Background: an optimization exercise with open tools, aiming at small area. Do not read the settings as production practice. The RTL was checked by simulation tests, not by an equivalence proof against the original design. Power is estimated from default activity; no workload was simulated.

==> inputs of sierra <==
==> flow/design.v (excerpt) <==
module jbc_cc (
    input  wire        clk,
    input  wire        rst,
    input  wire        ev_valid,
    input  wire [31:0] ev_word,
    output wire        ev_ready,
    output reg         ev_done,
    output wire        heater,
    output reg         adc_start,
    output reg         enc_wr,
    output wire [15:0] enc_wr_val,
    output wire [15:0] rd_data
);
Settings: LEC_CHECK=0, ABC_AREA=1, CAP_MARGIN=20, CORE_MARGIN=2, CORE_UTILIZATION=50, CTS_BUF_LIST=sky130_fd_sc_hd__clkbuf_8, CTS_CLUSTER_DIAMETER=60, CTS_CLUSTER_SIZE=14, GPL_TIMING_DRIVEN=0, SLEW_MARGIN=20; clock period 48.0 ns.
standard.sh (not shown) runs the stock make flow with config.mk's settings and CLKGATE_MAP_FILE= SYNTH_SCRIPT=/design/flow/synth_recipe.tcl, a recipe that flattens the netlist after the stock synthesis.
==> flow/flow/run.sh <==
#!/bin/bash
# Own layout flow: the standard ORFS flow (standard.sh) with these changes:
#  - synthesis uses flow/my_synth.tcl, which is synth_recipe.tcl with the ABC
#    mapping script replaced by flow/area.abc (area-oriented mapping, no ABC
#    buffering or upsizing); registers and their names are unchanged;
#  - flow/extra.mk is appended to the standard flow's config.mk: port buffers are
#    sky130_fd_sc_hd__buf_1 (every port still gets one), and the CTS and
#    buffer-removal options listed there.
# All tool output goes to flow.log in this folder (ORFS also keeps per-step
# logs under orfs/logs).
set -euo pipefail
here=$(pwd)
cp config.mk own_config.mk
cat flow/extra.mk >> own_config.mk
sed -e "s#SYNTH_SCRIPT=[^ ]*#SYNTH_SCRIPT=$here/flow/my_synth.tcl#" \
    -e "s#DESIGN_CONFIG=[^ ]*#DESIGN_CONFIG=$here/own_config.mk#" standard.sh > own_standard.sh
export MY_ABC_SCRIPT=$here/flow/area.abc
bash own_standard.sh finish > flow.log 2>&1
test -f out/final.def
==> flow/flow/area.abc <==
strash
ifraig
scorr
dc2
strash
dch -f
amap
strash
dch -f
amap
topo
dnsize -c
==> flow/flow/extra.mk <==
export BUFFER_PORTS_ARGS = -buffer_cell sky130_fd_sc_hd__buf_1
export REMOVE_ABC_BUFFERS = 1
export CTS_ARGS = -sink_clustering_enable -repair_clock_nets -dont_use_dummy_load -buf_list sky130_fd_sc_hd__clkbuf_8 -sink_clustering_size 14 -sink_clustering_max_diameter 60
==> flow/flow/my_synth.tcl <==
proc synth {args} { yosys synth -nofsm -noshare {*}$args }
proc abc {args} {
  set i [lsearch -exact $args -script]
  if { $i >= 0 && [info exists ::env(MY_ABC_SCRIPT)] } {
    set args [lreplace $args [expr {$i+1}] [expr {$i+1}] $::env(MY_ABC_SCRIPT)]
  }
  yosys abc {*}$args
}
source $::env(SCRIPTS_DIR)/synth.tcl
# left out here: clear keep_hierarchy, flatten, clean up, hide names made inside functions, write 1_2_yosys.v
==> inputs of quartz, as changes to sierra <==
Settings changed: CORE_UTILIZATION 50 to 75.
==> inputs of indigo, as changes to sierra <==
==> flow/flow/extra.mk (replaced) <==
export BUFFER_PORTS_ARGS = -buffer_cell sky130_fd_sc_hd__buf_1
export REMOVE_ABC_BUFFERS = 1
export CTS_ARGS = -sink_clustering_enable -repair_clock_nets -dont_use_dummy_load -buf_list sky130_fd_sc_hd__clkbuf_16 -sink_clustering_size 24 -sink_clustering_max_diameter 100
Settings changed: CORE_UTILIZATION 50 to 65, CTS_BUF_LIST sky130_fd_sc_hd__clkbuf_8 to sky130_fd_sc_hd__clkbuf_16, CTS_CLUSTER_DIAMETER 60 to 100, CTS_CLUSTER_SIZE 14 to 24.
==> qor summary <==
Maximum VDD drop: quartz 0.0395 mV; indigo 0.0546 mV; sierra 0.0252 mV
Area Overhead vs Synth: quartz 5.94%; indigo 6.92%; sierra 7.52%
Detailed-route vias per instance: quartz 7.03; indigo 6.63; sierra 6.16
# Taps: quartz 188; indigo 225; sierra 285
DP Worst Slack: quartz 27.89 ns; indigo 27.77 ns; sierra 27.68 ns
Worst Max-Slew Pin Slew: quartz 1.24 ns; indigo 1.20 ns; sierra 1.16 ns
Total via count in the routed design: quartz 11.8k; indigo 11.4k; sierra 11.0k
Part of the cycle the worst path needs: quartz 0.414; indigo 0.414; sierra 0.414
CP max stage delay: quartz 0.87 ns; indigo 0.51 ns; sierra 0.54 ns
Hold Path End: quartz kring[1][0]$_DFF_P_; indigo kring[1][11]$_DFF_P_; sierra kring[1][5]$_DFF_P_
Part of the total power dissipated in the clock network: quartz 0.154; indigo 0.173; sierra 0.166
Critical path buffer and inverter count: quartz 6; indigo 5; sierra 5
Seq area share: quartz 0.362; indigo 0.359; sierra 0.357
Fraction of final layout cells with drive strength greater than 1: quartz 0.0261; indigo 0.0222; sierra 0.0294
Final net count: quartz 1606; indigo 1601; sierra 1611
Run status: quartz timing/DRC/antenna clean; indigo timing/DRC/antenna clean; sierra timing/DRC/antenna clean
Worst r2r path cells: quartz 40; indigo 41; sierra 40
Number of clock buffers inserted by TritonCTS: quartz 19; indigo 13; sierra 22
Placer congestion estimate: quartz 1.04; indigo 1.02; sierra 0.958
Master of the slowest instance on the critical path: quartz sky130_fd_sc_hd__a2111oi_0; indigo sky130_fd_sc_hd__or3_1; sierra sky130_fd_sc_hd__or3_1
Met3 Wirelength: quartz 5740 um; indigo 4630 um; sierra 3800 um
Number of gates on the worst path with buffers counted: quartz 34; indigo 38; sierra 37
Area of the core region: quartz 15100 um^2; indigo 17300 um^2; sierra 22600 um^2
Met2 Use GR: quartz 0.694; indigo 0.590; sierra 0.489
Critical Path Sink: quartz H[18]$_DFF_P_; indigo H[19]$_DFF_P_; sierra H[18]$_DFF_P_
Endpoint required time on the critical path: quartz 48.43 ns; indigo 48.32 ns; sierra 48.43 ns

## port drivers added, routing unchanged
How much do the figures lean on ideal ports? The routed layouts below were timed once more, with nothing changed but the port constraints. Step 1: set_driving_cell puts a clkbuf_16 on clk and a buf_2 on each other input, an assumption about the parent block. Step 2 also shifts input and output timing later by t, the mid clock arrival at the registers, as if the neighbouring blocks saw the same clock. a / b / c = ideal / step 1 / step 2; a / b = the first two.
run | t (ns) | setup WS [ns] | hold slack, ns
sierra | 0.582 | 28.115 / 28.140 / 27.558 | 0.314 / 0.314 / 0.314
quartz | 0.554 | 28.137 / 28.143 / 27.589 | 0.332 / 0.332 / 0.332
indigo | 0.512 | 28.112 / 28.142 / 27.630 | 0.332 / 0.332 / 0.332
After both steps every run listed still meets setup and hold. For sierra, which loses most, drivers alone change the setup slack by +0.025 ns; drivers and shift together by -0.557 ns.
